From an optimization exercise on the open Yosys and OpenROAD flow, aimed at small area, a short achievable clock period and few clock cycles per item; shortcuts taken in it are not production practice.
RTL that was checked went through simulation tests only; none was proved equivalent to the original.
The RTL of run 2 was laid out without a check of its function.

**flow/config.mk**
```make
export PLATFORM = sky130hd
export DESIGN_NAME = cfc_cipher
export DESIGN_NICKNAME = cfc_cipher
export VERILOG_FILES = /design/flow/design.v
export SDC_FILE = /design/flow/constraint.sdc
export NUM_CORES = 8
export LEC_CHECK = 0
export CAP_MARGIN = 20
export CORE_MARGIN = 2
export CORE_UTILIZATION = 40
export PLACE_DENSITY = 0.6
export SLEW_MARGIN = 20
```
**flow/constraint.sdc**
```tcl
create_clock -name core_clock -period 10.0 [get_ports {clk}]
set_input_delay 2.0000 -clock core_clock [delete_from_list [all_inputs] [get_ports {clk}]]
set_output_delay 2.0000 -clock core_clock [all_outputs]
set_load 0.01 [all_outputs]
```
**flow/design.v**
```verilog
module aes_sbox (
    input  wire [7:0] a,
    output reg  [7:0] y
);
    always @(*) begin
        case (a)
            8'h00: y = 8'h63;
            8'h01: y = 8'h7c;
            8'h02: y = 8'h77;
            8'h03: y = 8'h7b;
            8'h04: y = 8'hf2;
            8'h05: y = 8'h6b;
            8'h06: y = 8'h6f;
            8'h07: y = 8'hc5;
            8'h08: y = 8'h30;
            8'h09: y = 8'h01;
            8'h0a: y = 8'h67;
            8'h0b: y = 8'h2b;
            8'h0c: y = 8'hfe;
            8'h0d: y = 8'hd7;
            8'h0e: y = 8'hab;
            8'h0f: y = 8'h76;
            8'h10: y = 8'hca;
            8'h11: y = 8'h82;
            8'h12: y = 8'hc9;
            8'h13: y = 8'h7d;
            8'h14: y = 8'hfa;
            8'h15: y = 8'h59;
            8'h16: y = 8'h47;
            8'h17: y = 8'hf0;
            8'h18: y = 8'had;
            8'h19: y = 8'hd4;
            8'h1a: y = 8'ha2;
            8'h1b: y = 8'haf;
            8'h1c: y = 8'h9c;
            8'h1d: y = 8'ha4;
            8'h1e: y = 8'h72;
            8'h1f: y = 8'hc0;
            8'h20: y = 8'hb7;
            8'h21: y = 8'hfd;
            8'h22: y = 8'h93;
            8'h23: y = 8'h26;
            8'h24: y = 8'h36;
            8'h25: y = 8'h3f;
            8'h26: y = 8'hf7;
            8'h27: y = 8'hcc;
            8'h28: y = 8'h34;
            8'h29: y = 8'ha5;
            8'h2a: y = 8'he5;
            8'h2b: y = 8'hf1;
            8'h2c: y = 8'h71;
            8'h2d: y = 8'hd8;
            8'h2e: y = 8'h31;
            8'h2f: y = 8'h15;
            8'h30: y = 8'h04;
            8'h31: y = 8'hc7;
            8'h32: y = 8'h23;
            8'h33: y = 8'hc3;
            8'h34: y = 8'h18;
            8'h35: y = 8'h96;
            8'h36: y = 8'h05;
            8'h37: y = 8'h9a;
            8'h38: y = 8'h07;
            8'h39: y = 8'h12;
            8'h3a: y = 8'h80;
            8'h3b: y = 8'he2;
            8'h3c: y = 8'heb;
            8'h3d: y = 8'h27;
            8'h3e: y = 8'hb2;
            8'h3f: y = 8'h75;
            8'h40: y = 8'h09;
            8'h41: y = 8'h83;
            8'h42: y = 8'h2c;
            8'h43: y = 8'h1a;
            8'h44: y = 8'h1b;
            8'h45: y = 8'h6e;
            8'h46: y = 8'h5a;
            8'h47: y = 8'ha0;
            8'h48: y = 8'h52;
            8'h49: y = 8'h3b;
            8'h4a: y = 8'hd6;
            8'h4b: y = 8'hb3;
            8'h4c: y = 8'h29;
            8'h4d: y = 8'he3;
            8'h4e: y = 8'h2f;
            8'h4f: y = 8'h84;
            8'h50: y = 8'h53;
            8'h51: y = 8'hd1;
            8'h52: y = 8'h00;
            8'h53: y = 8'hed;
            8'h54: y = 8'h20;
            8'h55: y = 8'hfc;
            8'h56: y = 8'hb1;
            8'h57: y = 8'h5b;
            8'h58: y = 8'h6a;
            8'h59: y = 8'hcb;
            8'h5a: y = 8'hbe;
            8'h5b: y = 8'h39;
            8'h5c: y = 8'h4a;
            8'h5d: y = 8'h4c;
            8'h5e: y = 8'h58;
            8'h5f: y = 8'hcf;
            8'h60: y = 8'hd0;
            8'h61: y = 8'hef;
            8'h62: y = 8'haa;
            8'h63: y = 8'hfb;
            8'h64: y = 8'h43;
            8'h65: y = 8'h4d;
            8'h66: y = 8'h33;
            8'h67: y = 8'h85;
            8'h68: y = 8'h45;
            8'h69: y = 8'hf9;
            8'h6a: y = 8'h02;
            8'h6b: y = 8'h7f;
            8'h6c: y = 8'h50;
            8'h6d: y = 8'h3c;
            8'h6e: y = 8'h9f;
            8'h6f: y = 8'ha8;
            8'h70: y = 8'h51;
            8'h71: y = 8'ha3;
            8'h72: y = 8'h40;
            8'h73: y = 8'h8f;
            8'h74: y = 8'h92;
            8'h75: y = 8'h9d;
            8'h76: y = 8'h38;
            8'h77: y = 8'hf5;
            8'h78: y = 8'hbc;
            8'h79: y = 8'hb6;
            8'h7a: y = 8'hda;
            8'h7b: y = 8'h21;
            8'h7c: y = 8'h10;
            8'h7d: y = 8'hff;
            8'h7e: y = 8'hf3;
            8'h7f: y = 8'hd2;
            8'h80: y = 8'hcd;
            8'h81: y = 8'h0c;
            8'h82: y = 8'h13;
            8'h83: y = 8'hec;
            8'h84: y = 8'h5f;
            8'h85: y = 8'h97;
            8'h86: y = 8'h44;
            8'h87: y = 8'h17;
            8'h88: y = 8'hc4;
            8'h89: y = 8'ha7;
            8'h8a: y = 8'h7e;
            8'h8b: y = 8'h3d;
            8'h8c: y = 8'h64;
            8'h8d: y = 8'h5d;
            8'h8e: y = 8'h19;
            8'h8f: y = 8'h73;
            8'h90: y = 8'h60;
            8'h91: y = 8'h81;
            8'h92: y = 8'h4f;
            8'h93: y = 8'hdc;
            8'h94: y = 8'h22;
            8'h95: y = 8'h2a;
            8'h96: y = 8'h90;
            8'h97: y = 8'h88;
            8'h98: y = 8'h46;
            8'h99: y = 8'hee;
            8'h9a: y = 8'hb8;
            8'h9b: y = 8'h14;
            8'h9c: y = 8'hde;
            8'h9d: y = 8'h5e;
            8'h9e: y = 8'h0b;
            8'h9f: y = 8'hdb;
            8'ha0: y = 8'he0;
            8'ha1: y = 8'h32;
            8'ha2: y = 8'h3a;
            8'ha3: y = 8'h0a;
            8'ha4: y = 8'h49;
            8'ha5: y = 8'h06;
            8'ha6: y = 8'h24;
            8'ha7: y = 8'h5c;
            8'ha8: y = 8'hc2;
            8'ha9: y = 8'hd3;
            8'haa: y = 8'hac;
            8'hab: y = 8'h62;
            8'hac: y = 8'h91;
            8'had: y = 8'h95;
            8'hae: y = 8'he4;
            8'haf: y = 8'h79;
            8'hb0: y = 8'he7;
            8'hb1: y = 8'hc8;
            8'hb2: y = 8'h37;
            8'hb3: y = 8'h6d;
            8'hb4: y = 8'h8d;
            8'hb5: y = 8'hd5;
            8'hb6: y = 8'h4e;
            8'hb7: y = 8'ha9;
            8'hb8: y = 8'h6c;
            8'hb9: y = 8'h56;
            8'hba: y = 8'hf4;
            8'hbb: y = 8'hea;
            8'hbc: y = 8'h65;
            8'hbd: y = 8'h7a;
            8'hbe: y = 8'hae;
            8'hbf: y = 8'h08;
            8'hc0: y = 8'hba;
            8'hc1: y = 8'h78;
            8'hc2: y = 8'h25;
            8'hc3: y = 8'h2e;
            8'hc4: y = 8'h1c;
            8'hc5: y = 8'ha6;
            8'hc6: y = 8'hb4;
            8'hc7: y = 8'hc6;
            8'hc8: y = 8'he8;
            8'hc9: y = 8'hdd;
            8'hca: y = 8'h74;
            8'hcb: y = 8'h1f;
            8'hcc: y = 8'h4b;
            8'hcd: y = 8'hbd;
            8'hce: y = 8'h8b;
            8'hcf: y = 8'h8a;
            8'hd0: y = 8'h70;
            8'hd1: y = 8'h3e;
            8'hd2: y = 8'hb5;
            8'hd3: y = 8'h66;
            8'hd4: y = 8'h48;
            8'hd5: y = 8'h03;
            8'hd6: y = 8'hf6;
            8'hd7: y = 8'h0e;
            8'hd8: y = 8'h61;
            8'hd9: y = 8'h35;
            8'hda: y = 8'h57;
            8'hdb: y = 8'hb9;
            8'hdc: y = 8'h86;
            8'hdd: y = 8'hc1;
            8'hde: y = 8'h1d;
            8'hdf: y = 8'h9e;
            8'he0: y = 8'he1;
            8'he1: y = 8'hf8;
            8'he2: y = 8'h98;
            8'he3: y = 8'h11;
            8'he4: y = 8'h69;
            8'he5: y = 8'hd9;
            8'he6: y = 8'h8e;
            8'he7: y = 8'h94;
            8'he8: y = 8'h9b;
            8'he9: y = 8'h1e;
            8'hea: y = 8'h87;
            8'heb: y = 8'he9;
            8'hec: y = 8'hce;
            8'hed: y = 8'h55;
            8'hee: y = 8'h28;
            8'hef: y = 8'hdf;
            8'hf0: y = 8'h8c;
            8'hf1: y = 8'ha1;
            8'hf2: y = 8'h89;
            8'hf3: y = 8'h0d;
            8'hf4: y = 8'hbf;
            8'hf5: y = 8'he6;
            8'hf6: y = 8'h42;
            8'hf7: y = 8'h68;
            8'hf8: y = 8'h41;
            8'hf9: y = 8'h99;
            8'hfa: y = 8'h2d;
            8'hfb: y = 8'h0f;
            8'hfc: y = 8'hb0;
            8'hfd: y = 8'h54;
            8'hfe: y = 8'hbb;
            8'hff: y = 8'h16;
            default: y = 8'h00;
        endcase
    end
endmodule
module aes_inv_sbox (
    input  wire [7:0] a,
    output reg  [7:0] y
);
    always @(*) begin
        case (a)
            8'h00: y = 8'h52;
            8'h01: y = 8'h09;
            8'h02: y = 8'h6a;
            8'h03: y = 8'hd5;
            8'h04: y = 8'h30;
            8'h05: y = 8'h36;
            8'h06: y = 8'ha5;
            8'h07: y = 8'h38;
            8'h08: y = 8'hbf;
            8'h09: y = 8'h40;
            8'h0a: y = 8'ha3;
            8'h0b: y = 8'h9e;
            8'h0c: y = 8'h81;
            8'h0d: y = 8'hf3;
            8'h0e: y = 8'hd7;
            8'h0f: y = 8'hfb;
            8'h10: y = 8'h7c;
            8'h11: y = 8'he3;
            8'h12: y = 8'h39;
            8'h13: y = 8'h82;
            8'h14: y = 8'h9b;
            8'h15: y = 8'h2f;
            8'h16: y = 8'hff;
            8'h17: y = 8'h87;
            8'h18: y = 8'h34;
            8'h19: y = 8'h8e;
            8'h1a: y = 8'h43;
            8'h1b: y = 8'h44;
            8'h1c: y = 8'hc4;
            8'h1d: y = 8'hde;
            8'h1e: y = 8'he9;
            8'h1f: y = 8'hcb;
            8'h20: y = 8'h54;
            8'h21: y = 8'h7b;
            8'h22: y = 8'h94;
            8'h23: y = 8'h32;
            8'h24: y = 8'ha6;
            8'h25: y = 8'hc2;
            8'h26: y = 8'h23;
            8'h27: y = 8'h3d;
            8'h28: y = 8'hee;
            8'h29: y = 8'h4c;
            8'h2a: y = 8'h95;
            8'h2b: y = 8'h0b;
            8'h2c: y = 8'h42;
            8'h2d: y = 8'hfa;
            8'h2e: y = 8'hc3;
            8'h2f: y = 8'h4e;
            8'h30: y = 8'h08;
            8'h31: y = 8'h2e;
            8'h32: y = 8'ha1;
            8'h33: y = 8'h66;
            8'h34: y = 8'h28;
            8'h35: y = 8'hd9;
            8'h36: y = 8'h24;
            8'h37: y = 8'hb2;
            8'h38: y = 8'h76;
            8'h39: y = 8'h5b;
            8'h3a: y = 8'ha2;
            8'h3b: y = 8'h49;
            8'h3c: y = 8'h6d;
            8'h3d: y = 8'h8b;
            8'h3e: y = 8'hd1;
            8'h3f: y = 8'h25;
            8'h40: y = 8'h72;
            8'h41: y = 8'hf8;
            8'h42: y = 8'hf6;
            8'h43: y = 8'h64;
            8'h44: y = 8'h86;
            8'h45: y = 8'h68;
            8'h46: y = 8'h98;
            8'h47: y = 8'h16;
            8'h48: y = 8'hd4;
            8'h49: y = 8'ha4;
            8'h4a: y = 8'h5c;
            8'h4b: y = 8'hcc;
            8'h4c: y = 8'h5d;
            8'h4d: y = 8'h65;
            8'h4e: y = 8'hb6;
            8'h4f: y = 8'h92;
            8'h50: y = 8'h6c;
            8'h51: y = 8'h70;
            8'h52: y = 8'h48;
            8'h53: y = 8'h50;
            8'h54: y = 8'hfd;
            8'h55: y = 8'hed;
            8'h56: y = 8'hb9;
            8'h57: y = 8'hda;
            8'h58: y = 8'h5e;
            8'h59: y = 8'h15;
            8'h5a: y = 8'h46;
            8'h5b: y = 8'h57;
            8'h5c: y = 8'ha7;
            8'h5d: y = 8'h8d;
            8'h5e: y = 8'h9d;
            8'h5f: y = 8'h84;
            8'h60: y = 8'h90;
            8'h61: y = 8'hd8;
            8'h62: y = 8'hab;
            8'h63: y = 8'h00;
            8'h64: y = 8'h8c;
            8'h65: y = 8'hbc;
            8'h66: y = 8'hd3;
            8'h67: y = 8'h0a;
            8'h68: y = 8'hf7;
            8'h69: y = 8'he4;
            8'h6a: y = 8'h58;
            8'h6b: y = 8'h05;
            8'h6c: y = 8'hb8;
            8'h6d: y = 8'hb3;
            8'h6e: y = 8'h45;
            8'h6f: y = 8'h06;
            8'h70: y = 8'hd0;
            8'h71: y = 8'h2c;
            8'h72: y = 8'h1e;
            8'h73: y = 8'h8f;
            8'h74: y = 8'hca;
            8'h75: y = 8'h3f;
            8'h76: y = 8'h0f;
            8'h77: y = 8'h02;
            8'h78: y = 8'hc1;
            8'h79: y = 8'haf;
            8'h7a: y = 8'hbd;
            8'h7b: y = 8'h03;
            8'h7c: y = 8'h01;
            8'h7d: y = 8'h13;
            8'h7e: y = 8'h8a;
            8'h7f: y = 8'h6b;
            8'h80: y = 8'h3a;
            8'h81: y = 8'h91;
            8'h82: y = 8'h11;
            8'h83: y = 8'h41;
            8'h84: y = 8'h4f;
            8'h85: y = 8'h67;
            8'h86: y = 8'hdc;
            8'h87: y = 8'hea;
            8'h88: y = 8'h97;
            8'h89: y = 8'hf2;
            8'h8a: y = 8'hcf;
            8'h8b: y = 8'hce;
            8'h8c: y = 8'hf0;
            8'h8d: y = 8'hb4;
            8'h8e: y = 8'he6;
            8'h8f: y = 8'h73;
            8'h90: y = 8'h96;
            8'h91: y = 8'hac;
            8'h92: y = 8'h74;
            8'h93: y = 8'h22;
            8'h94: y = 8'he7;
            8'h95: y = 8'had;
            8'h96: y = 8'h35;
            8'h97: y = 8'h85;
            8'h98: y = 8'he2;
            8'h99: y = 8'hf9;
            8'h9a: y = 8'h37;
            8'h9b: y = 8'he8;
            8'h9c: y = 8'h1c;
            8'h9d: y = 8'h75;
            8'h9e: y = 8'hdf;
            8'h9f: y = 8'h6e;
            8'ha0: y = 8'h47;
            8'ha1: y = 8'hf1;
            8'ha2: y = 8'h1a;
            8'ha3: y = 8'h71;
            8'ha4: y = 8'h1d;
            8'ha5: y = 8'h29;
            8'ha6: y = 8'hc5;
            8'ha7: y = 8'h89;
            8'ha8: y = 8'h6f;
            8'ha9: y = 8'hb7;
            8'haa: y = 8'h62;
            8'hab: y = 8'h0e;
            8'hac: y = 8'haa;
            8'had: y = 8'h18;
            8'hae: y = 8'hbe;
            8'haf: y = 8'h1b;
            8'hb0: y = 8'hfc;
            8'hb1: y = 8'h56;
            8'hb2: y = 8'h3e;
            8'hb3: y = 8'h4b;
            8'hb4: y = 8'hc6;
            8'hb5: y = 8'hd2;
            8'hb6: y = 8'h79;
            8'hb7: y = 8'h20;
            8'hb8: y = 8'h9a;
            8'hb9: y = 8'hdb;
            8'hba: y = 8'hc0;
            8'hbb: y = 8'hfe;
            8'hbc: y = 8'h78;
            8'hbd: y = 8'hcd;
            8'hbe: y = 8'h5a;
            8'hbf: y = 8'hf4;
            8'hc0: y = 8'h1f;
            8'hc1: y = 8'hdd;
            8'hc2: y = 8'ha8;
            8'hc3: y = 8'h33;
            8'hc4: y = 8'h88;
            8'hc5: y = 8'h07;
            8'hc6: y = 8'hc7;
            8'hc7: y = 8'h31;
            8'hc8: y = 8'hb1;
            8'hc9: y = 8'h12;
            8'hca: y = 8'h10;
            8'hcb: y = 8'h59;
            8'hcc: y = 8'h27;
            8'hcd: y = 8'h80;
            8'hce: y = 8'hec;
            8'hcf: y = 8'h5f;
            8'hd0: y = 8'h60;
            8'hd1: y = 8'h51;
            8'hd2: y = 8'h7f;
            8'hd3: y = 8'ha9;
            8'hd4: y = 8'h19;
            8'hd5: y = 8'hb5;
            8'hd6: y = 8'h4a;
            8'hd7: y = 8'h0d;
            8'hd8: y = 8'h2d;
            8'hd9: y = 8'he5;
            8'hda: y = 8'h7a;
            8'hdb: y = 8'h9f;
            8'hdc: y = 8'h93;
            8'hdd: y = 8'hc9;
            8'hde: y = 8'h9c;
            8'hdf: y = 8'hef;
            8'he0: y = 8'ha0;
            8'he1: y = 8'he0;
            8'he2: y = 8'h3b;
            8'he3: y = 8'h4d;
            8'he4: y = 8'hae;
            8'he5: y = 8'h2a;
            8'he6: y = 8'hf5;
            8'he7: y = 8'hb0;
            8'he8: y = 8'hc8;
            8'he9: y = 8'heb;
            8'hea: y = 8'hbb;
            8'heb: y = 8'h3c;
            8'hec: y = 8'h83;
            8'hed: y = 8'h53;
            8'hee: y = 8'h99;
            8'hef: y = 8'h61;
            8'hf0: y = 8'h17;
            8'hf1: y = 8'h2b;
            8'hf2: y = 8'h04;
            8'hf3: y = 8'h7e;
            8'hf4: y = 8'hba;
            8'hf5: y = 8'h77;
            8'hf6: y = 8'hd6;
            8'hf7: y = 8'h26;
            8'hf8: y = 8'he1;
            8'hf9: y = 8'h69;
            8'hfa: y = 8'h14;
            8'hfb: y = 8'h63;
            8'hfc: y = 8'h55;
            8'hfd: y = 8'h21;
            8'hfe: y = 8'h0c;
            8'hff: y = 8'h7d;
            default: y = 8'h00;
        endcase
    end
endmodule
module aes_mixcol (
    input  wire [31:0] col,
    output wire [31:0] y
);
    wire [7:0] a0 = col[31:24];
    wire [7:0] a1 = col[23:16];
    wire [7:0] a2 = col[15:8];
    wire [7:0] a3 = col[7:0];
    wire [7:0] x0 = {a0[6:0], 1'b0} ^ (a0[7] ? 8'h1b : 8'h00);
    wire [7:0] x1 = {a1[6:0], 1'b0} ^ (a1[7] ? 8'h1b : 8'h00);
    wire [7:0] x2 = {a2[6:0], 1'b0} ^ (a2[7] ? 8'h1b : 8'h00);
    wire [7:0] x3 = {a3[6:0], 1'b0} ^ (a3[7] ? 8'h1b : 8'h00);
    assign y[31:24] = x0 ^ (x1 ^ a1) ^ a2 ^ a3;
    assign y[23:16] = a0 ^ x1 ^ (x2 ^ a2) ^ a3;
    assign y[15:8]  = a0 ^ a1 ^ x2 ^ (x3 ^ a3);
    assign y[7:0]   = (x0 ^ a0) ^ a1 ^ a2 ^ x3;
endmodule
module aes_inv_mixcol (
    input  wire [31:0] col,
    output wire [31:0] y
);
    wire [7:0] a [0:3];
    wire [7:0] m2 [0:3];
    wire [7:0] m4 [0:3];
    wire [7:0] m8 [0:3];
    wire [7:0] m9 [0:3];
    wire [7:0] m11 [0:3];
    wire [7:0] m13 [0:3];
    wire [7:0] m14 [0:3];
    genvar i;
    generate
        for (i = 0; i < 4; i = i + 1) begin : g_mul
            assign a[i]   = col[31-8*i -: 8];
            assign m2[i]  = {a[i][6:0], 1'b0}  ^ (a[i][7]  ? 8'h1b : 8'h00);
            assign m4[i]  = {m2[i][6:0], 1'b0} ^ (m2[i][7] ? 8'h1b : 8'h00);
            assign m8[i]  = {m4[i][6:0], 1'b0} ^ (m4[i][7] ? 8'h1b : 8'h00);
            assign m9[i]  = m8[i] ^ a[i];
            assign m11[i] = m8[i] ^ m2[i] ^ a[i];
            assign m13[i] = m8[i] ^ m4[i] ^ a[i];
            assign m14[i] = m8[i] ^ m4[i] ^ m2[i];
        end
    endgenerate
    assign y[31:24] = m14[0] ^ m11[1] ^ m13[2] ^ m9[3];
    assign y[23:16] = m9[0]  ^ m14[1] ^ m11[2] ^ m13[3];
    assign y[15:8]  = m13[0] ^ m9[1]  ^ m14[2] ^ m11[3];
    assign y[7:0]   = m11[0] ^ m13[1] ^ m9[2]  ^ m14[3];
endmodule
module cfc_cipher (
    input  wire         clk,
    input  wire         rst,       
    input  wire         start,
    input  wire         first,
    input  wire         dec,
    input  wire [127:0] key,
    input  wire [127:0] din,
    output wire         ready,
    output wire         done,
    output wire [127:0] dout
);
    localparam [127:0] DEFAULT_IV = 128'h562e17996d093d28ddb3ba695a2e6f58;
    localparam [2:0] S_IDLE = 3'd0,
                     S_KEXP = 3'd1,
                     S_ENC  = 3'd2,
                     S_DEC  = 3'd3,
                     S_FIN  = 3'd4;
    reg [2:0]   fsm;
    reg [3:0]   cnt;        
    reg [1:0]   col;        
    reg [95:0]  nstate;     
    reg         mode_dec;   
    reg [127:0] key_r;      
    reg [127:0] dkey;       
    reg [127:0] chain;      
    reg [127:0] blk;        
    reg [127:0] state;      
    reg [127:0] rk;         
    assign ready = (fsm == S_IDLE);
    assign done  = (fsm == S_FIN);
    assign dout  = mode_dec ? (state ^ chain) : state;
    reg [7:0] rcon;
    always @(*) begin
        case (cnt)
            4'd1:    rcon = 8'h01;
            4'd2:    rcon = 8'h02;
            4'd3:    rcon = 8'h04;
            4'd4:    rcon = 8'h08;
            4'd5:    rcon = 8'h10;
            4'd6:    rcon = 8'h20;
            4'd7:    rcon = 8'h40;
            4'd8:    rcon = 8'h80;
            4'd9:    rcon = 8'h1b;
            4'd10:   rcon = 8'h36;
            default: rcon = 8'h00;
        endcase
    end
    wire [31:0] w0 = rk[127:96];
    wire [31:0] w1 = rk[95:64];
    wire [31:0] w2 = rk[63:32];
    wire [31:0] w3 = rk[31:0];
    wire [31:0] fwd_rot = {w3[23:0], w3[31:24]};
    wire [31:0] fwd_sub;
    wire [31:0] f0 = w0 ^ fwd_sub ^ {rcon, 24'h0};
    wire [31:0] f1 = w1 ^ f0;
    wire [31:0] f2 = w2 ^ f1;
    wire [31:0] f3 = w3 ^ f2;
    wire [127:0] rk_next = {f0, f1, f2, f3};
    wire [31:0] p3 = w3 ^ w2;
    wire [31:0] p2 = w2 ^ w1;
    wire [31:0] p1 = w1 ^ w0;
    wire [31:0] inv_rot = {p3[23:0], p3[31:24]};
    wire [31:0] inv_sub;
    wire [31:0] p0 = w0 ^ inv_sub ^ {rcon, 24'h0};
    wire [127:0] rk_prev = {p0, p1, p2, p3};
    genvar i;
    generate
        for (i = 0; i < 4; i = i + 1) begin : g_ksbox
            aes_sbox u_fwd (.a(fwd_rot[31-8*i -: 8]), .y(fwd_sub[31-8*i -: 8]));
            aes_sbox u_inv (.a(inv_rot[31-8*i -: 8]), .y(inv_sub[31-8*i -: 8]));
        end
    endgenerate
    wire [31:0] e_col_in;     
    wire [31:0] d_col_in;     
    wire [31:0] e_sub;
    wire [31:0] e_mix;
    wire [31:0] d_sub;
    wire [31:0] d_add;
    wire [31:0] d_mix;
    genvar r;
    generate
        for (r = 0; r < 4; r = r + 1) begin : g_rows
            wire [1:0] ce = col + r;
            wire [1:0] cd = col - r;
            assign e_col_in[31-8*r -: 8] = state[127-8*(r + 4*ce) -: 8];
            assign d_col_in[31-8*r -: 8] = state[127-8*(r + 4*cd) -: 8];
            aes_sbox     u_sb  (.a(e_col_in[31-8*r -: 8]), .y(e_sub[31-8*r -: 8]));
            aes_inv_sbox u_isb (.a(d_col_in[31-8*r -: 8]), .y(d_sub[31-8*r -: 8]));
        end
    endgenerate
    aes_mixcol     u_mc  (.col(e_sub), .y(e_mix));
    aes_inv_mixcol u_imc (.col(d_add), .y(d_mix));
    reg [31:0] rk_next_w;
    reg [31:0] rk_prev_w;
    always @(*) begin
        case (col)
            2'd0:    begin rk_next_w = rk_next[127:96]; rk_prev_w = rk_prev[127:96]; end
            2'd1:    begin rk_next_w = rk_next[95:64];  rk_prev_w = rk_prev[95:64];  end
            2'd2:    begin rk_next_w = rk_next[63:32];  rk_prev_w = rk_prev[63:32];  end
            default: begin rk_next_w = rk_next[31:0];   rk_prev_w = rk_prev[31:0];   end
        endcase
    end
    assign d_add = d_sub ^ rk_prev_w;
    wire [31:0] e_round = ((cnt == 4'd10) ? e_sub : e_mix) ^ rk_next_w;
    wire [31:0] d_round = (cnt == 4'd1) ? d_add : d_mix;
    wire [127:0] start_key   = first ? key : key_r;
    wire [127:0] start_chain = first ? DEFAULT_IV : chain;
    wire         start_dec   = first ? dec : mode_dec;
    always @(posedge clk) begin
        if (rst) begin
            fsm      <= S_IDLE;
            cnt      <= 4'd0;
            col      <= 2'd0;
            mode_dec <= 1'b0;
        end else begin
            case (fsm)
                S_IDLE: begin
                    if (start) begin
                        blk <= din;
                        if (first) begin
                            key_r    <= key;
                            chain    <= DEFAULT_IV;
                            mode_dec <= dec;
                        end
                        if (!start_dec) begin
                            state <= din ^ start_chain ^ start_key;
                            rk    <= start_key;
                            cnt   <= 4'd1;
                            col   <= 2'd0;
                            fsm   <= S_ENC;
                        end else if (first) begin
                            rk    <= key;
                            cnt   <= 4'd1;
                            fsm   <= S_KEXP;
                        end else begin
                            state <= din ^ dkey;
                            rk    <= dkey;
                            cnt   <= 4'd10;
                            col   <= 2'd0;
                            fsm   <= S_DEC;
                        end
                    end
                end
                S_KEXP: begin
                    rk  <= rk_next;
                    cnt <= cnt + 4'd1;
                    if (cnt == 4'd10) begin
                        dkey  <= rk_next;
                        state <= blk ^ rk_next;
                        cnt   <= 4'd10;
                        col   <= 2'd0;
                        fsm   <= S_DEC;
                    end
                end
                S_ENC: begin
                    col <= col + 2'd1;
                    case (col)
                        2'd0:    nstate[95:64] <= e_round;
                        2'd1:    nstate[63:32] <= e_round;
                        2'd2:    nstate[31:0]  <= e_round;
                        default: ;
                    endcase
                    if (col == 2'd3) begin
                        rk    <= rk_next;
                        state <= {nstate, e_round};
                        cnt   <= cnt + 4'd1;
                        if (cnt == 4'd10)
                            fsm <= S_FIN;
                    end
                end
                S_DEC: begin
                    col <= col + 2'd1;
                    case (col)
                        2'd0:    nstate[95:64] <= d_round;
                        2'd1:    nstate[63:32] <= d_round;
                        2'd2:    nstate[31:0]  <= d_round;
                        default: ;
                    endcase
                    if (col == 2'd3) begin
                        rk    <= rk_prev;
                        state <= {nstate, d_round};
                        cnt   <= cnt - 4'd1;
                        if (cnt == 4'd1)
                            fsm <= S_FIN;
                    end
                end
                S_FIN: begin
                    chain <= mode_dec ? blk : state;
                    fsm   <= S_IDLE;
                end
                default: fsm <= S_IDLE;
            endcase
        end
    end
endmodule
```
**flow/run.sh**
```bash
#!/bin/bash
# synth_recipe.tcl (not shown) runs the flow's synth.tcl, then flattens the netlist and writes it again
# the make line also repeats each setting of config.mk as NAME=value (left out here)
make -C /OpenROAD-flow-scripts/flow DESIGN_CONFIG=/design/flow/config.mk WORK_HOME=/design/flow/orfs CLKGATE_MAP_FILE= SYNTH_SCRIPT=/design/flow/synth_recipe.tcl finish
```
==> impl.org, run 1 <==
** Synth
- edfxtp_1 takes more of the synthesized area than any other cell.
- Of the total synthesized cell area, the portion taken by full adders, half adders and majority gates is 0.0300.
- Of the total synthesized cell area, the portion taken by AND, OR, NAND and NOR gates is 0.166.
- Part of the Yosys area used for sequential elements :: 0.241
- The synthesized design contains 864 enable-type register cells.
- After synthesis, the largest family of logic cells by area is compound AO/OA/AOI/OAI gates.
- Synth Area in Compound Gates :: 0.319
- Mux cell area share after synthesis :: 0.0697
- Of the total synthesized cell area, the portion taken by XOR and XNOR cells is 0.105.
- Area share of the largest cell type after synthesis :: 0.232
- Mean cell area of the mapped netlist :: about 8 µm²
- Of all flip-flops after synthesis, the portion carrying an async set or reset was 0.
- Netlist cell types :: 128
- For this run, the leading register cell type out of synthesis is edfxtp_1.
- After synthesis the cells add up to 112000 µm².
- Synth Instances :: between 10000 and 15000
- Top post-synthesis cells by area :: edfxtp_1, o21ai_0, xnor2_1
- The number of nets handed over by synthesis was about 15000.
- #FFs+latches synth :: between 900 and 1000
- During synthesis, Yosys emitted a total of 4 warnings.

** Die
- ~390 I/O pins were placed.
- The initial utilization of the core area, before any placement, comes to 0.401.
- Die span in y :: 533 µm
- Row generation in the floorplan step produced ~190 rows.
- Area enclosed by the die boundary :: approximately 280000 µm²
- The floorplan step defined a core boundary enclosing 279000 µm².
- Die Wd :: roughly 530 µm

** Clock network
- Number of H-tree levels :: 3
- Post-CTS timing repair inserted 0 buffers for setup.
- Clock insertion delay at the later pin of the skew report :: ~860 ps
- Root buffer selected by CTS :: clkbuf_16
- Maximum root-to-sink buffer count :: 3
- Number of buffers created by CTS :: about 110
- Cts hold-fix bufs :: 0
- Number of clock sinks :: 914
- Clock tree from TritonCTS :: yes
- Post-CTS Resized :: 0
- After clock tree synthesis, the clock-pin slew on the worst setup and hold paths is 60 ps.

** Worst setup path
- The critical path in this run is classified as reg -> reg.
- Along the worst path, the maximum fanout reaches 37.
- The worst setup path is launched from a flop.
- Critical Path Start :: col[0]$_SDFFE_PP0P_
- The worst setup path is captured at a flop.
- Beginning of the worst register-to-register path :: col[0]$_SDFFE_PP0P_
- Critical path data arrival time :: 9520 ps
- Worst path required time :: 10700 ps

** Routing
- Summed over all layers, the routed wires come to between 600000 and 700000 µm.
- Met3 Wirelength :: slightly above 100000 µm
- Iteration count of the initial detailed-routing pass :: 13
- Using the TritonRoute via totals, the vias-per-cell ratio works out to roughly 7.4.
- Starting DRC count in detailed routing :: about 26000
- Routed vias :: ~130k
- Post-DR wirelength/cell :: 39.8 µm
- Metal1 wirelength :: 248000 µm
- Once detail routing completed, the nets flagged for antenna violations numbered 0.
- The detailed router used layers up to and including met5.
- Met2 Wirelength :: around 280000 µm
- Number of DRC violations after detailed routing :: 0

** STA
- Final WS setup :: between 1000 and 1500 ps
- The count of pins over their slew limit was 0.
- For the final database, setup skew stands at ~110 ps.
- Achievable frequency :: about 110 MHz
- Setup repair after global routing missed its margin :: false
- Worst hold-check slack :: about 550 ps
- For the pin with the worst max-slew slack, the measured transition is roughly 1400 ps.
- Final Hold Violating Endpoints :: 0
- Final setup violating endpoints :: 0
- Counting I/O delays and the setup requirement, the final critical path takes about 8800 ps.
- Final clock period utilization by the worst path :: 0.882
- Worst-case headroom to the max-slew limit :: 0.0767

** Finish
- In the final design database the tool counted between 10000 and 15000 nets.
- At the end of the flow the core is filled with cells to 0.441.
- Once layout is complete, the cells apart from fillers number approximately 18000.
- In the final layout, the share of cells above drive strength 1 is 0.0897.
- In the layout the commonest cells are nand2_1, o21ai_0, a21oi_1.
- Leading cell type in the layout, fill and taps excluded :: nand2_1
- The area growth from synthesis to layout is 10.1%.
- # fillers :: ~28000

** Placement
- Input/output buffers :: a little under 400
- DP HPWL :: between 500000 and 600000 µm
- Worst setup slack after placement :: between 1500 and 2000 ps
- The number of placed instances, taps included, is ~17000.
- At the end of routability-driven placement, the weighted congestion stood at 1.12.

** GRT
- Overflow after GRT :: 0
- The number of global-route vias before repair is roughly 110k.
- The first global-routing pass estimated 956000 µm of wire.
- Largest net degree at the start of global routing :: approximately 150
- The number of antenna violations at the first check in global routing came to 53.
- All-layer global routing usage :: 0.468

** Worst hold path
- Class of the most critical hold timing path :: reg -> reg
- Startpoint of the tightest hold check path :: nstate[50]$_DFFE_PP_

** Flow run
- MaxCap Viol Count :: 0

** Outcome
- Status :: complete, no violations
[state kept, by name (all words and copies together), names as in the netlist, 4 cells and up]
| signal | count |
|---|---|
| g_ksbox.u_fwd.y | 32 |
| cnt | 4 |
| rcon | 8 |
| chain | 128 |
| nstate | 96 |
| key_r | 128 |
| dkey | 128 |
| state | 128 |
| rk | 128 |
| blk | 128 |
[cells in the mapped netlist (89+ instances only)]
cell type,count
ha_1,265
buf_4,90
a22oi_1,148
buf_2,282
mux2i_1,422
xnor2_1,731
nand3_1,423
nor2b_1,150
o22ai_1,123
nor2_1,981
xor2_1,280
a211oi_1,321
and2_1,89
clkbuf_1,952
nand2b_1,130
a21oi_1,1114
edfxtp_1,864
inv_1,250
o221ai_1,156
o311ai_0,180
buf_1,149
o211ai_1,315
mux2_2,103
a311oi_1,220
a221oi_1,197
nand2_1,1618
o31ai_1,100
a31oi_1,218
mux4_2,106
o21ai_0,1330
nor3_1,365
[path summary, 6_finish.rpt]
kind / end / slack (ps) / cells after the start
setup / recovery: nstate[46]$_DFFE_PP_ / 1180 / 21
hold reg to reg: state[82]$_DFFE_PP_ / 550 / 2
hold / removal: state[82]$_DFFE_PP_ / 550 / 2
setup reg to reg: nstate[46]$_DFFE_PP_ / 1180 / 21
[routing by layer]
metal | track usage | up-vias
met5 | 0.00455 | -
met2 | 0.654 | 11900
met4 | 0.376 | 38
met1 | 0.579 | 62200
li1 | - | 52900
met3 | 0.164 | 2603
[kinds of logic after synthesis]
logic type / count (synthesis)
AO/OA/AOI/OAI: 5307
AND/OR/NAND/NOR: 4117
buffers and inverters: 1809
XOR/XNOR: 1144
flip-flops: 914
multiplexers: 632
adder cells (fa/ha/maj): 269
[area by class of cell]
| class | count | area [µm²] | area share |
|---|---|---|---|
| Sequential cell | 914 | 27000 | 0.219 |
| Clock buffer | 128 | 2840 | 0.0231 |
| Antenna cell | 51 | 128 | 0.00104 |
| Inverter | 288 | 1100 | 0.00891 |
| Clock inverter | 77 | 1060 | 0.00866 |
| Tap cell | 3724 | 4660 | 0.0379 |
| Timing Repair Buffer | 922 | 8200 | 0.0667 |
| Multi-Input combinational cell | 11500 | 78000 | 0.634 |
[stage by stage]
stage                     cell area (µm²)  setup TNS, ps
after detailed placement           119000              0
after CTS                          123000              0
after global routing               123000              0
final                              123000              0
after floorplan                    112000        -482920
after global placement             119000              0
[worst max-delay path: stages (launching register included)]
cell and delay (ps):
dfxtp_4 380, inv_2 140, ha_4 800, mux2i_1 310
o221a_2 710, ha_1 660, inv_1 290, ha_1 290
buf_4 200, and2_1 230, a211oi_1 220, o21ai_0 110
a21oi_1 160, a21oi_1 50, o311ai_1 900, xor2_2 700
xnor2_1 270, xnor3_1 570, xnor2_1 540, nor2_1 80
o21ai_1 710, buf_4 280
Testbench counts, summed over its fixed seeds: cycles 93,964, blocks 2,182.
==> run 2: changes to the inputs <==
--- a/flow/design.v
+++ b/flow/design.v
@@ -265,5 +265,5 @@
     end
 endmodule
-module aes_inv_sbox (
+module aes_isbox_lut (
     input  wire [7:0] a,
     output reg  [7:0] y
@@ -531,4 +531,14 @@
     end
 endmodule
+module aes_sbox_ed (
+    input  wire [7:0] a,
+    input  wire       inv,
+    output wire [7:0] y
+);
+    wire [7:0] yf, yi;
+    aes_sbox      u_f (.a(a), .y(yf));
+    aes_isbox_lut u_i (.a(a), .y(yi));
+    assign y = inv ? yi : yf;
+endmodule
 module aes_mixcol (
     input  wire [31:0] col,
@@ -548,33 +558,18 @@
     assign y[7:0]   = (x0 ^ a0) ^ a1 ^ a2 ^ x3;
 endmodule
-module aes_inv_mixcol (
+module aes_inv_pre (
     input  wire [31:0] col,
     output wire [31:0] y
 );
-    wire [7:0] a [0:3];
-    wire [7:0] m2 [0:3];
-    wire [7:0] m4 [0:3];
-    wire [7:0] m8 [0:3];
-    wire [7:0] m9 [0:3];
-    wire [7:0] m11 [0:3];
-    wire [7:0] m13 [0:3];
-    wire [7:0] m14 [0:3];
-    genvar i;
-    generate
-        for (i = 0; i < 4; i = i + 1) begin : g_mul
-            assign a[i]   = col[31-8*i -: 8];
-            assign m2[i]  = {a[i][6:0], 1'b0}  ^ (a[i][7]  ? 8'h1b : 8'h00);
-            assign m4[i]  = {m2[i][6:0], 1'b0} ^ (m2[i][7] ? 8'h1b : 8'h00);
-            assign m8[i]  = {m4[i][6:0], 1'b0} ^ (m4[i][7] ? 8'h1b : 8'h00);
-            assign m9[i]  = m8[i] ^ a[i];
-            assign m11[i] = m8[i] ^ m2[i] ^ a[i];
-            assign m13[i] = m8[i] ^ m4[i] ^ a[i];
-            assign m14[i] = m8[i] ^ m4[i] ^ m2[i];
-        end
-    endgenerate
-    assign y[31:24] = m14[0] ^ m11[1] ^ m13[2] ^ m9[3];
-    assign y[23:16] = m9[0]  ^ m14[1] ^ m11[2] ^ m13[3];
-    assign y[15:8]  = m13[0] ^ m9[1]  ^ m14[2] ^ m11[3];
-    assign y[7:0]   = m11[0] ^ m13[1] ^ m9[2]  ^ m14[3];
+    wire [7:0] a0 = col[31:24];
+    wire [7:0] a1 = col[23:16];
+    wire [7:0] a2 = col[15:8];
+    wire [7:0] a3 = col[7:0];
+    function [7:0] mul4(input [7:0] v);
+        mul4 = {v[5:0], 2'b00} ^ (v[6] ? 8'h1b : 8'h00) ^ (v[7] ? 8'h36 : 8'h00);
+    endfunction
+    wire [7:0] u = mul4(a0 ^ a2);
+    wire [7:0] v = mul4(a1 ^ a3);
+    assign y = {a0 ^ u, a1 ^ v, a2 ^ u, a3 ^ v};
 endmodule
 module cfc_cipher (
@@ -591,26 +586,25 @@
 );
     localparam [127:0] DEFAULT_IV = 128'h562e17996d093d28ddb3ba695a2e6f58;
-    localparam [2:0] S_IDLE = 3'd0,
-                     S_KEXP = 3'd1,
-                     S_ENC  = 3'd2,
-                     S_DEC  = 3'd3,
-                     S_FIN  = 3'd4;
-    reg [2:0]   fsm;
-    reg [3:0]   cnt;        
-    reg [1:0]   col;        
-    reg [95:0]  nstate;     
+    localparam [1:0] S_IDLE = 2'd0,
+                     S_KEXP = 2'd1,
+                     S_ENC  = 2'd2,
+                     S_DEC  = 2'd3;
+    reg [1:0]   fsm;
+    reg [3:0]   rnd;        
+    reg         done_r;
     reg         mode_dec;   
-    reg [127:0] key_r;      
-    reg [127:0] dkey;       
-    reg [127:0] chain;      
-    reg [127:0] blk;        
     reg [127:0] state;      
     reg [127:0] rk;         
-    assign ready = (fsm == S_IDLE);
-    assign done  = (fsm == S_FIN);
-    assign dout  = mode_dec ? (state ^ chain) : state;
+    reg [127:0] skey;       
+    reg [127:0] blk;        
+    reg [127:0] chain;      
+    wire idle   = (fsm == S_IDLE);
+    wire accept = idle & start;
+    assign ready = idle;
+    assign done  = done_r;
+    assign dout  = state;
     reg [7:0] rcon;
     always @(*) begin
-        case (cnt)
+        case (rnd)
             4'd1:    rcon = 8'h01;
             4'd2:    rcon = 8'h02;
@@ -626,150 +620,127 @@
         endcase
     end
-    wire [31:0] w0 = rk[127:96];
-    wire [31:0] w1 = rk[95:64];
-    wire [31:0] w2 = rk[63:32];
-    wire [31:0] w3 = rk[31:0];
-    wire [31:0] fwd_rot = {w3[23:0], w3[31:24]};
-    wire [31:0] fwd_sub;
-    wire [31:0] f0 = w0 ^ fwd_sub ^ {rcon, 24'h0};
-    wire [31:0] f1 = w1 ^ f0;
-    wire [31:0] f2 = w2 ^ f1;
-    wire [31:0] f3 = w3 ^ f2;
-    wire [127:0] rk_next = {f0, f1, f2, f3};
-    wire [31:0] p3 = w3 ^ w2;
-    wire [31:0] p2 = w2 ^ w1;
-    wire [31:0] p1 = w1 ^ w0;
-    wire [31:0] inv_rot = {p3[23:0], p3[31:24]};
-    wire [31:0] inv_sub;
-    wire [31:0] p0 = w0 ^ inv_sub ^ {rcon, 24'h0};
-    wire [127:0] rk_prev = {p0, p1, p2, p3};
+    wire         kback = (fsm == S_DEC) | idle;
+    wire [127:0] ksrc  = idle ? skey : rk;
+    wire [31:0]  w0 = ksrc[127:96];
+    wire [31:0]  w1 = ksrc[95:64];
+    wire [31:0]  w2 = ksrc[63:32];
+    wire [31:0]  w3 = ksrc[31:0];
+    wire [31:0]  ksb_in = kback ? (w3 ^ w2) : w3;
+    wire [31:0]  ksb_out;
     genvar i;
     generate
         for (i = 0; i < 4; i = i + 1) begin : g_ksbox
-            aes_sbox u_fwd (.a(fwd_rot[31-8*i -: 8]), .y(fwd_sub[31-8*i -: 8]));
-            aes_sbox u_inv (.a(inv_rot[31-8*i -: 8]), .y(inv_sub[31-8*i -: 8]));
+            aes_sbox u_ks (.a(ksb_in[31-8*i -: 8]), .y(ksb_out[31-8*i -: 8]));
         end
     endgenerate
-    wire [31:0] e_col_in;     
-    wire [31:0] d_col_in;     
-    wire [31:0] e_sub;
-    wire [31:0] e_mix;
-    wire [31:0] d_sub;
-    wire [31:0] d_add;
-    wire [31:0] d_mix;
-    genvar r;
+    wire [31:0]  kt = {ksb_out[23:0], ksb_out[31:24]} ^ {rcon, 24'h0};
+    wire [31:0]  f0 = w0 ^ kt;
+    wire [31:0]  f1 = w1 ^ f0;
+    wire [31:0]  f2 = w2 ^ f1;
+    wire [31:0]  f3 = w3 ^ f2;
+    wire [127:0] rk_fwd = {f0, f1, f2, f3};
+    wire [127:0] rk_bwd = {w0 ^ kt, w1 ^ w0, w2 ^ w1, w3 ^ w2};
+    wire         rdec  = mode_dec;
+    wire         final_r = rdec ? (rnd == 4'd0) : (rnd == 4'd10);
+    wire [127:0] kk    = rdec ? (rk ^ (final_r ? chain : 128'h0)) : rk_fwd;
+    wire [127:0] sb_in;
+    wire [127:0] t;
+    wire [127:0] rnd_out;
+    genvar c, r;
     generate
-        for (r = 0; r < 4; r = r + 1) begin : g_rows
-            wire [1:0] ce = col + r;
-            wire [1:0] cd = col - r;
-            assign e_col_in[31-8*r -: 8] = state[127-8*(r + 4*ce) -: 8];
-            assign d_col_in[31-8*r -: 8] = state[127-8*(r + 4*cd) -: 8];
-            aes_sbox     u_sb  (.a(e_col_in[31-8*r -: 8]), .y(e_sub[31-8*r -: 8]));
-            aes_inv_sbox u_isb (.a(d_col_in[31-8*r -: 8]), .y(d_sub[31-8*r -: 8]));
+        for (c = 0; c < 4; c = c + 1) begin : g_col
+            for (r = 0; r < 4; r = r + 1) begin : g_row
+                localparam integer CE = (c + r) % 4;
+                localparam integer CD = (c + 4 - r) % 4;
+                assign sb_in[127-8*(4*c+r) -: 8] =
+                    rdec ? state[127-8*(4*CD+r) -: 8] : state[127-8*(4*CE+r) -: 8];
+                aes_sbox_ed u_sb (.a(sb_in[127-8*(4*c+r) -: 8]), .inv(rdec),
+                                  .y(t[127-8*(4*c+r) -: 8]));
+            end
+            wire [31:0] tc = t[127-32*c -: 32];
+            wire [31:0] kc = kk[127-32*c -: 32];
+            wire [31:0] yc = tc ^ kc;            
+            wire [31:0] pc;
+            aes_inv_pre u_pre (.col(yc), .y(pc));
+            wire [31:0] mc;
+            aes_mixcol u_mc (.col(rdec ? pc : tc), .y(mc));
+            assign rnd_out[127-32*c -: 32] = final_r ? yc : (rdec ? mc : (mc ^ kc));
         end
     endgenerate
-    aes_mixcol     u_mc  (.col(e_sub), .y(e_mix));
-    aes_inv_mixcol u_imc (.col(d_add), .y(d_mix));
-    reg [31:0] rk_next_w;
-    reg [31:0] rk_prev_w;
-    always @(*) begin
-        case (col)
-            2'd0:    begin rk_next_w = rk_next[127:96]; rk_prev_w = rk_prev[127:96]; end
-            2'd1:    begin rk_next_w = rk_next[95:64];  rk_prev_w = rk_prev[95:64];  end
-            2'd2:    begin rk_next_w = rk_next[63:32];  rk_prev_w = rk_prev[63:32];  end
-            default: begin rk_next_w = rk_next[31:0];   rk_prev_w = rk_prev[31:0];   end
-        endcase
-    end
-    assign d_add = d_sub ^ rk_prev_w;
-    wire [31:0] e_round = ((cnt == 4'd10) ? e_sub : e_mix) ^ rk_next_w;
-    wire [31:0] d_round = (cnt == 4'd1) ? d_add : d_mix;
-    wire [127:0] start_key   = first ? key : key_r;
-    wire [127:0] start_chain = first ? DEFAULT_IV : chain;
-    wire         start_dec   = first ? dec : mode_dec;
+    wire [127:0] start_key = first ? key : skey;
+    wire [127:0] start_cv  = first ? DEFAULT_IV : state;
+    wire         start_dec = first ? dec : mode_dec;
     always @(posedge clk) begin
         if (rst) begin
-            fsm      <= S_IDLE;
-            cnt      <= 4'd0;
-            col      <= 2'd0;
-            mode_dec <= 1'b0;
+            fsm    <= S_IDLE;
+            done_r <= 1'b0;
         end else begin
+            done_r <= 1'b0;
             case (fsm)
                 S_IDLE: begin
                     if (start) begin
-                        blk <= din;
-                        if (first) begin
-                            key_r    <= key;
-                            chain    <= DEFAULT_IV;
-                            mode_dec <= dec;
-                        end
-                        if (!start_dec) begin
-                            state <= din ^ start_chain ^ start_key;
+                        if (start_dec) begin
+                            if (first) begin
+                                rk  <= key;
+                                rnd <= 4'd1;
+                                fsm <= S_KEXP;
+                            end else begin
+                                state <= din ^ skey;
+                                rk    <= rk_bwd;
+                                rnd   <= 4'd9;
+                                fsm   <= S_DEC;
+                            end
+                        end else begin
+                            state <= din ^ start_cv ^ start_key;
                             rk    <= start_key;
-                            cnt   <= 4'd1;
-                            col   <= 2'd0;
+                            rnd   <= 4'd1;
                             fsm   <= S_ENC;
-                        end else if (first) begin
-                            rk    <= key;
-                            cnt   <= 4'd1;
-                            fsm   <= S_KEXP;
-                        end else begin
-                            state <= din ^ dkey;
-                            rk    <= dkey;
-                            cnt   <= 4'd10;
-                            col   <= 2'd0;
-                            fsm   <= S_DEC;
                         end
                     end
                 end
                 S_KEXP: begin
-                    rk  <= rk_next;
-                    cnt <= cnt + 4'd1;
-                    if (cnt == 4'd10) begin
-                        dkey  <= rk_next;
-                        state <= blk ^ rk_next;
-                        cnt   <= 4'd10;
-                        col   <= 2'd0;
+                    if (rnd == 4'd10) begin
+                        skey  <= rk_fwd;
+                        state <= blk ^ rk_fwd;
+                        rnd   <= 4'd9;
                         fsm   <= S_DEC;
+                    end else begin
+                        rk  <= rk_fwd;
+                        rnd <= rnd + 4'd1;
                     end
                 end
                 S_ENC: begin
-                    col <= col + 2'd1;
-                    case (col)
-                        2'd0:    nstate[95:64] <= e_round;
-                        2'd1:    nstate[63:32] <= e_round;
-                        2'd2:    nstate[31:0]  <= e_round;
-                        default: ;
-                    endcase
-                    if (col == 2'd3) begin
-                        rk    <= rk_next;
-                        state <= {nstate, e_round};
-                        cnt   <= cnt + 4'd1;
-                        if (cnt == 4'd10)
-                            fsm <= S_FIN;
+                    state <= rnd_out;
+                    rk    <= rk_fwd;
+                    rnd   <= rnd + 4'd1;
+                    if (rnd == 4'd10) begin
+                        done_r <= 1'b1;
+                        fsm    <= S_IDLE;
                     end
                 end
-                S_DEC: begin
-                    col <= col + 2'd1;
-                    case (col)
-                        2'd0:    nstate[95:64] <= d_round;
-                        2'd1:    nstate[63:32] <= d_round;
-                        2'd2:    nstate[31:0]  <= d_round;
-                        default: ;
-                    endcase
-                    if (col == 2'd3) begin
-                        rk    <= rk_prev;
-                        state <= {nstate, d_round};
-                        cnt   <= cnt - 4'd1;
-                        if (cnt == 4'd1)
-                            fsm <= S_FIN;
+                default: begin  
+                    state <= rnd_out;
+                    rk    <= rk_bwd;
+                    rnd   <= rnd - 4'd1;
+                    if (rnd == 4'd0) begin
+                        done_r <= 1'b1;
+                        rnd    <= 4'd10;
+                        fsm    <= S_IDLE;
                     end
                 end
-                S_FIN: begin
-                    chain <= mode_dec ? blk : state;
-                    fsm   <= S_IDLE;
-                end
-                default: fsm <= S_IDLE;
             endcase
         end
     end
+    always @(posedge clk) begin
+        if (accept & ~rst) begin
+            blk <= din;
+            if (first) begin
+                mode_dec <= dec;
+                chain    <= DEFAULT_IV;
+                if (!dec) skey <= key;
+            end else begin
+                chain    <= blk;
+            end
+        end
+    end
 endmodule
==> run 2 against run 1 <==
The flow now stops in 1_2_yosys.
==> impl.org, run 2 <==
** Synth
- The total of warnings raised by yosys was 4 (unchanged).

** Outcome
- Stage reached :: 1_2_yosys
- The first error in the log reads "ERROR: Assert `count_id(cell->name) == 0' failed in kernel/rtlil.cc:2970".
- Status :: did not finish

==> static timing again, ports no longer ideal <==
Ports are ideal in the flow. The routed layout listed here was re-timed in OpenROAD.
Step 1 sets driving cells, clkbuf_16 on the clock port and buf_2 on the other inputs (assumed; they add their load-dependent delay and slew).
Step 2 moves the port delays by t, midway between the first and last clock arrival at a register: inputs arrive t later, outputs are due t later. That takes back most of the time a late clock gives input paths.
Slacks: no drivers / after step 1 / after step 2; pairs: no drivers / after step 1.
run: run 1
t (ns): 0.911
slack for setup (ns): 1.182 / 1.182 / 1.182
slew at the worst register clock pin (ns): 0.08 / 0.08
After both steps run 1 still meets setup and hold. For run 1, drivers alone change the setup slack by 0.000 ns; drivers and shift together by 0.000 ns.
